From an optimization exercise on the open Yosys and OpenROAD flow, aimed at small area, a short achievable clock period and few clock cycles; shortcuts taken in it are not production practice. Where RTL was checked, it was by simulation tests only, not by an equivalence proof against the original. Power and IR drop assume default switching activity.

==> inputs of xenon <==
==> flow/design.v <==
module nrf_host_link (
    input  wire        clk,
    input  wire        rst,
    input  wire        in_valid,
    input  wire [7:0]  in_data,
    input  wire        in_last,
    output reg         in_ready,
    output reg         pay_valid,
    output wire [7:0]  pay_data,
    output wire        pay_last,
    input  wire        pay_ready,
    output reg         cmd_done,
    output reg  [6:0]  cfg_channel,
    output reg  [1:0]  cfg_speed,
    output reg  [39:0] cfg_tx,
    output reg  [39:0] cfg_rx,
    output reg  [3:0]  cfg_opt,       
    input  wire        rx_valid,
    input  wire [7:0]  rx_data,
    input  wire        rx_last,
    output reg         rx_ready,
    output reg         out_valid,
    output reg  [7:0]  out_data,
    output reg         out_last,
    input  wire        out_ready
);
    localparam CAPACITY  = 32;
    localparam CMD_IDENT = 8'h21;
    localparam CR        = 8'h0D;
    localparam LF        = 8'h0A;
    localparam [6:0]  DEFAULT_CHANNEL = 7'h4C;
    localparam [1:0]  DEFAULT_SPEED   = 2'd1;
    localparam [39:0] DEFAULT_TX      = 40'hE7E7E7E7E7;
    localparam [39:0] DEFAULT_RX      = 40'hC2C2C2C2C2;
    localparam [3:0]  DEFAULT_OPTIONS = 4'b1101;    
    function [3:0] hexval;
        input [7:0] c;
        begin
            hexval = 4'd0;
            if (c[7:4] == 4'h3) begin
                if (!c[3] || c[2:1] == 2'b00) hexval = c[3:0];
            end else if (c[7:4] == 4'h4 || c[7:4] == 4'h6) begin
                case (c[3:0])
                    4'h1: hexval = 4'hA;
                    4'h2: hexval = 4'hB;
                    4'h3: hexval = 4'hC;
                    4'h4: hexval = 4'hD;
                    4'h5: hexval = 4'hE;
                    4'h6: hexval = 4'hF;
                    default: hexval = 4'd0;
                endcase
            end
        end
    endfunction
    function is_le;
        input [7:0] c;
        is_le = (c == CR) || (c == LF);
    endfunction
    function is_pass;
        input [7:0] c;
        is_pass = (c >= 8'h20 && c <= 8'h7E) || is_le(c);
    endfunction
    function [7:0] hexch;
        input [3:0] n;
        case (n)
            4'hA: hexch = 8'h41;
            4'hB: hexch = 8'h42;
            4'hC: hexch = 8'h43;
            4'hD: hexch = 8'h44;
            4'hE: hexch = 8'h45;
            4'hF: hexch = 8'h46;
            default: hexch = {4'h3, n};
        endcase
    endfunction
    reg        iv;               
    reg  [7:0] id;
    reg        il;
    reg [7:0] qd0, qd1, qd2;
    reg       ql0, ql1, ql2;
    reg       v0, v1, v2;
    reg       topen;             
    assign pay_data = qd0;
    assign pay_last = ql0;
    wire in_fire = in_valid && in_ready;
    wire proc    = iv && !v2;    
    wire iv_n    = in_fire || (iv && v2);
    always @(posedge clk) begin
        if (in_fire) begin
            id  <= in_data;
            il  <= in_last;
        end
        if (rst) iv <= 1'b0;
        else     iv <= iv_n;
    end
    reg       first;             
    reg       cmd;               
    reg       lo;                
    reg [5:0] cnt;               
    reg       v_c, v_s, v_t, v_r, optact;
    wire strip = cfg_opt[0];
    wire hex   = cfg_opt[1];
    wire       i21   = (id == CMD_IDENT);
    wire       ile   = is_le(id);
    wire [3:0] ihv   = hexval(id);
    wire cmdx  = first ? i21 : cmd;
    wire room  = !cnt[5];
    reg       push, patch, lo_n;
    reg [7:0] pdata;
    always @(*) begin
        push  = 1'b0;
        patch = 1'b0;
        lo_n  = lo;
        pdata = id;
        if (!hex) begin
            push = !(strip && ile);
        end else if (!lo) begin
            if (ile) begin
                push = !strip;
            end else begin
                push  = 1'b1;
                pdata = {ihv, 4'd0};
                lo_n  = room;
            end
        end else begin
            lo_n = 1'b0;
            if (ile) push  = !strip;
            else     patch = 1'b1;
        end
        push = push && room;
    end
    wire d_fire  = proc && !cmdx;
    wire d_push  = d_fire && push;
    wire d_patch = d_fire && patch;
    wire d_close = d_fire && il;
    wire pop = pay_valid && pay_ready;
    wire a_w0 = d_push && !v0;
    wire a_w1 = d_push && v0 && !v1;
    wire a_w2 = d_push && v1;
    wire a_t0 = v0 && !v1;       
    wire a_t1 = v1 && !v2;
    wire a_t2 = v2;
    wire b_w0 = d_push && !v1;
    wire b_w1 = d_push && v1;
    wire b_t0 = v1 && !v2;
    wire b_t1 = v2;
    wire close_tail = d_close && !d_push && topen;
    reg [7:0] a_d0, a_d1, a_d2, b_d0, b_d1;
    reg       a_l0, a_l1, a_l2, b_l0, b_l1;
    always @(*) begin
        a_d0 = a_w0 ? pdata : qd0;
        a_d1 = a_w1 ? pdata : qd1;
        a_d2 = a_w2 ? pdata : qd2;
        a_l0 = a_w0 ? il : (ql0 || (close_tail && a_t0));
        a_l1 = a_w1 ? il : (ql1 || (close_tail && a_t1));
        a_l2 = a_w2 ? il : (ql2 || (close_tail && a_t2));
        if (d_patch && a_t0) a_d0[3:0] = ihv;
        if (d_patch && a_t1) a_d1[3:0] = ihv;
        if (d_patch && a_t2) a_d2[3:0] = ihv;
        b_d0 = b_w0 ? pdata : qd1;
        b_d1 = b_w1 ? pdata : qd2;
        b_l0 = b_w0 ? il : (ql1 || (close_tail && b_t0));
        b_l1 = b_w1 ? il : (ql2 || (close_tail && b_t1));
        if (d_patch && b_t0) b_d0[3:0] = ihv;
        if (d_patch && b_t1) b_d1[3:0] = ihv;
    end
    wire topen_n = d_push ? !il : (topen && !d_close);
    wire a_v0 = v0 || d_push;
    wire a_v1 = v1 || (d_push && v0);
    wire a_v2 = v2 || (d_push && v1);
    wire b_v0 = v1 || d_push;
    wire b_v1 = v2 || (d_push && v1);
    wire a_pv = a_v0 && (a_v1 || !topen_n);
    wire b_pv = b_v0 && (b_v1 || !topen_n);
    wire a_ir = !iv_n || !a_v2;
    always @(posedge clk) begin
        qd0 <= pop ? b_d0 : a_d0;
        qd1 <= pop ? b_d1 : a_d1;
        qd2 <= a_d2;
        ql0 <= pop ? b_l0 : a_l0;
        ql1 <= pop ? b_l1 : a_l1;
        ql2 <= a_l2;
        if (rst) begin
            v0        <= 1'b0;
            v1        <= 1'b0;
            v2        <= 1'b0;
            topen     <= 1'b0;
            pay_valid <= 1'b0;
            in_ready  <= 1'b1;
        end else begin
            v0        <= pop ? b_v0 : a_v0;
            v1        <= pop ? b_v1 : a_v1;
            v2        <= pop ? 1'b0 : a_v2;
            topen     <= topen_n;
            pay_valid <= pop ? b_pv : a_pv;
            in_ready  <= pop ? 1'b1 : a_ir;
        end
    end
    reg rst_q;
    always @(posedge clk) rst_q <= rst;
    wire c_fire = proc && cmd;           
    wire c_verb = c_fire && (cnt == 6'd1);
    wire c_arg  = c_fire && room;
    integer k;
    always @(posedge clk) begin
        if (rst) begin
            first       <= 1'b1;
            cmd         <= 1'b0;
            lo          <= 1'b0;
            cnt         <= 6'd0;
            cmd_done    <= 1'b0;
        end else begin
            cmd_done <= proc && il && cmdx;
            if (proc) begin
                first <= il;
                cmd   <= cmdx && !il;
                if (il) begin
                    cnt <= 6'd0;
                    lo  <= 1'b0;
                end else begin
                    if (cmdx ? room : push)
                        cnt <= cnt + 6'd1;
                    if (!cmdx)
                        lo <= lo_n;
                end
            end
        end
    end
    always @(posedge clk) begin
        if (c_verb) begin
            v_c    <= (id == 8'h63);
            v_s    <= (id == 8'h73);
            v_t    <= (id == 8'h74);
            v_r    <= (id == 8'h72);
            optact <= (id == 8'h6F);
        end else if (c_arg && optact && cnt >= 6'd2) begin
            case (id)
                8'h6C, 8'h4C, 8'h78, 8'h58, 8'h61, 8'h41, 8'h64, 8'h44: ;
                default: optact <= 1'b0;
            endcase
        end
    end
    always @(posedge clk) begin
        if (rst_q) begin
            cfg_channel <= DEFAULT_CHANNEL;
            cfg_speed   <= DEFAULT_SPEED;
            cfg_tx      <= DEFAULT_TX;
            cfg_rx      <= DEFAULT_RX;
            cfg_opt     <= DEFAULT_OPTIONS;
        end else begin
            if (c_verb) begin
                if (id == 8'h63) cfg_channel <= 7'd0;
                if (id == 8'h73) cfg_speed   <= 2'd0;
                if (id == 8'h74) cfg_tx      <= 40'd0;
                if (id == 8'h72) cfg_rx      <= 40'd0;
            end
            if (c_arg) begin
                if (v_c && cnt == 6'd2) cfg_channel[6:4] <= ihv[2:0];
                if (v_c && cnt == 6'd3) cfg_channel[3:0] <= ihv;
                if (v_s && cnt == 6'd2 && ihv != 4'd0) cfg_speed <= 2'd2;
                if (v_s && cnt == 6'd3 && !cfg_speed[1])
                    cfg_speed <= (ihv[3:1] != 3'd0) ? 2'd2 : ihv[1:0];
                for (k = 0; k < 5; k = k + 1) begin
                    if (cnt == 2 + 2 * k) begin
                        if (v_t) cfg_tx[8*k+4 +: 4] <= ihv;
                        if (v_r) cfg_rx[8*k+4 +: 4] <= ihv;
                    end
                    if (cnt == 3 + 2 * k) begin
                        if (v_t) cfg_tx[8*k +: 4] <= ihv;
                        if (v_r) cfg_rx[8*k +: 4] <= ihv;
                    end
                end
                if (optact && cnt >= 6'd2) begin
                    case (id)
                        8'h6C: cfg_opt[0] <= 1'b0;
                        8'h4C: cfg_opt[0] <= 1'b1;
                        8'h78: cfg_opt[1] <= 1'b0;
                        8'h58: cfg_opt[1] <= 1'b1;
                        8'h61: cfg_opt[2] <= 1'b0;
                        8'h41: cfg_opt[2] <= 1'b1;
                        8'h64: cfg_opt[3] <= 1'b0;
                        8'h44: cfg_opt[3] <= 1'b1;
                        default: ;
                    endcase
                end
            end
        end
    end
    localparam W_EMPTY = 3'd0;
    localparam W_START = 3'd1;    
    localparam W_HI    = 3'd2;    
    localparam W_LO    = 3'd3;    
    localparam W_LF    = 3'd4;    
    reg [2:0] ws;
    reg [7:0] wb;
    reg       wl, wpass;
    wire       rx_fire = rx_valid && rx_ready;
    wire       w_src   = (ws != W_EMPTY);
    wire [7:0] sb      = w_src ? wb : rx_data;
    wire       sl      = w_src ? wl : rx_last;
    wire       spass   = w_src ? wpass : is_pass(rx_data);
    wire [2:0] ss      = w_src ? ws : (rx_fire ? W_START : W_EMPTY);
    reg        g_v, g_l;
    reg  [7:0] g_d;
    reg  [2:0] g_rem;
    always @(*) begin
        g_v   = 1'b1;
        g_l   = 1'b0;
        g_d   = LF;
        g_rem = W_EMPTY;
        case (ss)
            W_START: begin
                g_d   = spass ? sb : 8'h5C;
                g_l   = spass && sl && (sb == LF);
                g_rem = !spass ? W_HI : (sl && sb != LF) ? W_LF : W_EMPTY;
            end
            W_HI: begin
                g_d   = hexch(sb[7:4]);
                g_rem = W_LO;
            end
            W_LO: begin
                g_d   = hexch(sb[3:0]);
                g_rem = sl ? W_LF : W_EMPTY;
            end
            W_LF: begin
                g_l   = 1'b1;
            end
            default: g_v = 1'b0;
        endcase
    end
    wire       ofree = !out_valid || out_ready;
    wire [2:0] ws_n  = ofree ? g_rem : ss;
    always @(posedge clk) begin
        wb    <= sb;
        wl    <= sl;
        wpass <= spass;
        if (ofree) begin
            out_data <= g_d;
            out_last <= g_l;
        end
        if (rst) begin
            ws        <= W_EMPTY;
            out_valid <= 1'b0;
            rx_ready  <= 1'b1;
        end else begin
            ws        <= ws_n;
            if (ofree)
                out_valid <= g_v;
            rx_ready  <= (ws_n == W_EMPTY);
        end
    end
endmodule
==> flow/flow/run.sh <==
#!/bin/bash
set -euo pipefail
export BUFFER_PORTS_ARGS="-buffer_cell sky130_fd_sc_hd__buf_1"
export SETUP_SLACK_MARGIN=5.3
bash standard.sh > standard.log 2>&1
==> flow/standard.sh <==
#!/bin/bash
# synth_recipe.tcl (not shown) runs the flow's synth.tcl, then flattens the netlist and writes it again
# the make line also repeats each setting of config.mk as NAME=value (left out here)
make -C /OpenROAD-flow-scripts/flow DESIGN_CONFIG=/design/flow/config.mk WORK_HOME=/design/flow/orfs CLKGATE_MAP_FILE= SYNTH_SCRIPT=/design/flow/synth_recipe.tcl "${@:-finish}"
==> flow/config.mk <==
export PLATFORM = sky130hd
export DESIGN_NAME = nrf_host_link
export DESIGN_NICKNAME = nrf_host_link
export VERILOG_FILES = /design/flow/design.v
export SDC_FILE = /design/flow/constraint.sdc
export NUM_CORES = 4
export LEC_CHECK = 0
export ABC_CLOCK_PERIOD_IN_PS = 2500
export CAP_MARGIN = 20
export CORE_MARGIN = 2
export CORE_UTILIZATION = 40
export SLEW_MARGIN = 20
==> flow/constraint.sdc <==
create_clock -name core_clock -period 8.0 [get_ports {clk}]
set_input_delay 1.6000 -clock core_clock [delete_from_list [all_inputs] [get_ports {clk}]]
set_output_delay 1.6000 -clock core_clock [all_outputs]
set_load 0.01 [all_outputs]
==> pepper: changes against xenon <==
--- a/flow/design.v
+++ b/flow/design.v
@@ -76,3 +76,4 @@
     reg  [7:0] id;
-    reg        il;
+    reg        il, ile, i21;
+    reg  [3:0] ihv;
     reg [7:0] qd0, qd1, qd2;
@@ -90,2 +91,5 @@
             il  <= in_last;
+            ile <= is_le(in_data);
+            i21 <= (in_data == CMD_IDENT);
+            ihv <= hexval(in_data);
         end
@@ -101,5 +105,2 @@
     wire hex   = cfg_opt[1];
-    wire       i21   = (id == CMD_IDENT);
-    wire       ile   = is_le(id);
-    wire [3:0] ihv   = hexval(id);
     wire cmdx  = first ? i21 : cmd;
@@ -197,4 +198,2 @@
     end
-    reg rst_q;
-    always @(posedge clk) rst_q <= rst;
     wire c_fire = proc && cmd;           
@@ -210,2 +209,9 @@
             cmd_done    <= 1'b0;
+            v_c <= 1'b0; v_s <= 1'b0; v_t <= 1'b0; v_r <= 1'b0;
+            optact      <= 1'b0;
+            cfg_channel <= DEFAULT_CHANNEL;
+            cfg_speed   <= DEFAULT_SPEED;
+            cfg_tx      <= DEFAULT_TX;
+            cfg_rx      <= DEFAULT_RX;
+            cfg_opt     <= DEFAULT_OPTIONS;
         end else begin
@@ -225,27 +231,8 @@
             end
-        end
-    end
-    always @(posedge clk) begin
-        if (c_verb) begin
-            v_c    <= (id == 8'h63);
-            v_s    <= (id == 8'h73);
-            v_t    <= (id == 8'h74);
-            v_r    <= (id == 8'h72);
-            optact <= (id == 8'h6F);
-        end else if (c_arg && optact && cnt >= 6'd2) begin
-            case (id)
-                8'h6C, 8'h4C, 8'h78, 8'h58, 8'h61, 8'h41, 8'h64, 8'h44: ;
-                default: optact <= 1'b0;
-            endcase
-        end
-    end
-    always @(posedge clk) begin
-        if (rst_q) begin
-            cfg_channel <= DEFAULT_CHANNEL;
-            cfg_speed   <= DEFAULT_SPEED;
-            cfg_tx      <= DEFAULT_TX;
-            cfg_rx      <= DEFAULT_RX;
-            cfg_opt     <= DEFAULT_OPTIONS;
-        end else begin
             if (c_verb) begin
+                v_c    <= (id == 8'h63);
+                v_s    <= (id == 8'h73);
+                v_t    <= (id == 8'h74);
+                v_r    <= (id == 8'h72);
+                optact <= (id == 8'h6F);
                 if (id == 8'h63) cfg_channel <= 7'd0;
@@ -281,3 +268,3 @@
                         8'h44: cfg_opt[3] <= 1'b1;
-                        default: ;
+                        default: optact <= 1'b0;
                     endcase
@@ -292,2 +279,4 @@
     localparam W_LF    = 3'd4;    
+    reg       rv, rl, rpass;
+    reg [7:0] rb;
     reg [2:0] ws;
@@ -295,8 +284,7 @@
     reg       wl, wpass;
-    wire       rx_fire = rx_valid && rx_ready;
     wire       w_src   = (ws != W_EMPTY);
-    wire [7:0] sb      = w_src ? wb : rx_data;
-    wire       sl      = w_src ? wl : rx_last;
-    wire       spass   = w_src ? wpass : is_pass(rx_data);
-    wire [2:0] ss      = w_src ? ws : (rx_fire ? W_START : W_EMPTY);
+    wire [7:0] sb      = w_src ? wb : rb;
+    wire       sl      = w_src ? wl : rl;
+    wire       spass   = w_src ? wpass : rpass;
+    wire [2:0] ss      = w_src ? ws : (rv ? W_START : W_EMPTY);
     reg        g_v, g_l;
@@ -329,4 +317,5 @@
     end
-    wire       ofree = !out_valid || out_ready;
-    wire [2:0] ws_n  = ofree ? g_rem : ss;
+    wire       rx_fire = rx_valid && rx_ready;
+    wire       ofree   = !out_valid || out_ready;
+    wire       rv_n    = rx_fire || (rv && w_src);
     always @(posedge clk) begin
@@ -335,2 +324,7 @@
         wpass <= spass;
+        if (rx_fire) begin
+            rb    <= rx_data;
+            rl    <= rx_last;
+            rpass <= is_pass(rx_data);
+        end
         if (ofree) begin
@@ -341,2 +335,3 @@
             ws        <= W_EMPTY;
+            rv        <= 1'b0;
             out_valid <= 1'b0;
@@ -344,6 +339,7 @@
         end else begin
-            ws        <= ws_n;
+            ws        <= ofree ? g_rem : ss;
+            rv        <= rv_n;
             if (ofree)
                 out_valid <= g_v;
-            rx_ready  <= (ws_n == W_EMPTY);
+            rx_ready  <= !rv_n || (ofree ? (g_rem == W_EMPTY) : (ss == W_EMPTY));
         end
--- a/flow/flow/run.sh
+++ b/flow/flow/run.sh
@@ -4,2 +4,3 @@
 export SETUP_SLACK_MARGIN=5.3
+export CTS_ARGS="-sink_clustering_enable -repair_clock_nets -dont_use_dummy_load"
 bash standard.sh > standard.log 2>&1
ABC_CLOCK_PERIOD_IN_PS = default   (was 2500)
==> harbor: changes against xenon <==
--- a/flow/design.v
+++ b/flow/design.v
@@ -76,3 +76,4 @@
     reg  [7:0] id;
-    reg        il;
+    reg        il, ile, i21;
+    reg  [3:0] ihv;
     reg [7:0] qd0, qd1, qd2;
@@ -90,2 +91,5 @@
             il  <= in_last;
+            ile <= is_le(in_data);
+            i21 <= (in_data == CMD_IDENT);
+            ihv <= hexval(in_data);
         end
@@ -101,5 +105,2 @@
     wire hex   = cfg_opt[1];
-    wire       i21   = (id == CMD_IDENT);
-    wire       ile   = is_le(id);
-    wire [3:0] ihv   = hexval(id);
     wire cmdx  = first ? i21 : cmd;
@@ -197,4 +198,2 @@
     end
-    reg rst_q;
-    always @(posedge clk) rst_q <= rst;
     wire c_fire = proc && cmd;           
@@ -206,3 +205,2 @@
             first       <= 1'b1;
-            cmd         <= 1'b0;
             lo          <= 1'b0;
@@ -210,2 +208,7 @@
             cmd_done    <= 1'b0;
+            cfg_channel <= DEFAULT_CHANNEL;
+            cfg_speed   <= DEFAULT_SPEED;
+            cfg_tx      <= DEFAULT_TX;
+            cfg_rx      <= DEFAULT_RX;
+            cfg_opt     <= DEFAULT_OPTIONS;
         end else begin
@@ -214,3 +217,2 @@
                 first <= il;
-                cmd   <= cmdx && !il;
                 if (il) begin
@@ -225,26 +227,2 @@
             end
-        end
-    end
-    always @(posedge clk) begin
-        if (c_verb) begin
-            v_c    <= (id == 8'h63);
-            v_s    <= (id == 8'h73);
-            v_t    <= (id == 8'h74);
-            v_r    <= (id == 8'h72);
-            optact <= (id == 8'h6F);
-        end else if (c_arg && optact && cnt >= 6'd2) begin
-            case (id)
-                8'h6C, 8'h4C, 8'h78, 8'h58, 8'h61, 8'h41, 8'h64, 8'h44: ;
-                default: optact <= 1'b0;
-            endcase
-        end
-    end
-    always @(posedge clk) begin
-        if (rst_q) begin
-            cfg_channel <= DEFAULT_CHANNEL;
-            cfg_speed   <= DEFAULT_SPEED;
-            cfg_tx      <= DEFAULT_TX;
-            cfg_rx      <= DEFAULT_RX;
-            cfg_opt     <= DEFAULT_OPTIONS;
-        end else begin
             if (c_verb) begin
@@ -287,2 +265,18 @@
     end
+    always @(posedge clk) begin
+        if (proc)
+            cmd <= cmdx && !il;
+        if (c_verb) begin
+            v_c    <= (id == 8'h63);
+            v_s    <= (id == 8'h73);
+            v_t    <= (id == 8'h74);
+            v_r    <= (id == 8'h72);
+            optact <= (id == 8'h6F);
+        end else if (c_arg && optact && cnt >= 6'd2) begin
+            case (id)
+                8'h6C, 8'h4C, 8'h78, 8'h58, 8'h61, 8'h41, 8'h64, 8'h44: ;
+                default: optact <= 1'b0;
+            endcase
+        end
+    end
     localparam W_EMPTY = 3'd0;
@@ -292,2 +286,4 @@
     localparam W_LF    = 3'd4;    
+    reg       rv, rl, rpass;
+    reg [7:0] rb;
     reg [2:0] ws;
@@ -295,8 +291,7 @@
     reg       wl, wpass;
-    wire       rx_fire = rx_valid && rx_ready;
     wire       w_src   = (ws != W_EMPTY);
-    wire [7:0] sb      = w_src ? wb : rx_data;
-    wire       sl      = w_src ? wl : rx_last;
-    wire       spass   = w_src ? wpass : is_pass(rx_data);
-    wire [2:0] ss      = w_src ? ws : (rx_fire ? W_START : W_EMPTY);
+    wire [7:0] sb      = w_src ? wb : rb;
+    wire       sl      = w_src ? wl : rl;
+    wire       spass   = w_src ? wpass : rpass;
+    wire [2:0] ss      = w_src ? ws : (rv ? W_START : W_EMPTY);
     reg        g_v, g_l;
@@ -329,4 +324,5 @@
     end
-    wire       ofree = !out_valid || out_ready;
-    wire [2:0] ws_n  = ofree ? g_rem : ss;
+    wire       rx_fire = rx_valid && rx_ready;
+    wire       ofree   = !out_valid || out_ready;
+    wire       rv_n    = rx_fire || (rv && w_src);
     always @(posedge clk) begin
@@ -335,2 +331,7 @@
         wpass <= spass;
+        if (rx_fire) begin
+            rb    <= rx_data;
+            rl    <= rx_last;
+            rpass <= is_pass(rx_data);
+        end
         if (ofree) begin
@@ -341,2 +342,3 @@
             ws        <= W_EMPTY;
+            rv        <= 1'b0;
             out_valid <= 1'b0;
@@ -344,6 +346,7 @@
         end else begin
-            ws        <= ws_n;
+            ws        <= ofree ? g_rem : ss;
+            rv        <= rv_n;
             if (ofree)
                 out_valid <= g_v;
-            rx_ready  <= (ws_n == W_EMPTY);
+            rx_ready  <= !rv_n || (ofree ? (g_rem == W_EMPTY) : (ss == W_EMPTY));
         end
==> flow/flow/run.sh (replaced) <==
#!/bin/bash
set -euo pipefail
export BUFFER_PORTS_ARGS="-buffer_cell sky130_fd_sc_hd__buf_1"
export SETUP_SLACK_MARGIN=5.4
export CTS_ARGS="-sink_clustering_enable -repair_clock_nets -root_buf sky130_fd_sc_hd__clkbuf_16 -buf_list sky130_fd_sc_hd__clkbuf_8 -dont_use_dummy_load"
bash standard.sh > standard.log 2>&1
ABC_CLOCK_PERIOD_IN_PS = default   (was 2500)
==> summary of the runs <==
xenon ran to the end with no violations. pepper ran to the end with no violations. harbor passed the timing, design-rule and antenna checks. Between xenon and pepper, the lower die area is in xenon (gap about 5%, measured against pepper). Worst setup slack, lowest first: xenon, pepper, harbor. Between xenon and harbor, the lower sequential cell count is in xenon (gap 16). Between xenon and harbor, the lower total power is in harbor (gap about 32%, measured against harbor).
Testbench counts of pepper, summed over its fixed seeds: cycles 31,116.
Testbench counts of harbor, summed over its fixed seeds: cycles 31,116.
Function not checked in xenon: the RTL went through the layout flow alone.

[what the ideal ports hide]
How much do the figures lean on ideal ports? The routed layouts below were timed once more, with nothing changed but the port constraints. Step 1, drivers: a clkbuf_16 drives clk and a buf_2 each remaining input, both assumed. Step 2 times the ports against the registers' clock, not the clock port: input delays grow and output delays shrink by t, the midpoint of the rising clock arrivals with the driver on. Slacks: no drivers / after step 1 / after step 2; pairs: no drivers / after step 1.
run	shift t [ns]	setup WS [ns]	worst setup path at the end
xenon	0.479	5.282 / 5.290 / 4.811	input to register
pepper	0.468	5.396 / 5.349 / 4.969	input to register
harbor	0.419	5.450 / 5.403 / 5.086	input to register
After both steps every run listed still meets setup and hold. The setup slack of xenon, which loses most, moves by +0.008 ns with the drivers and by -0.471 ns with both steps.
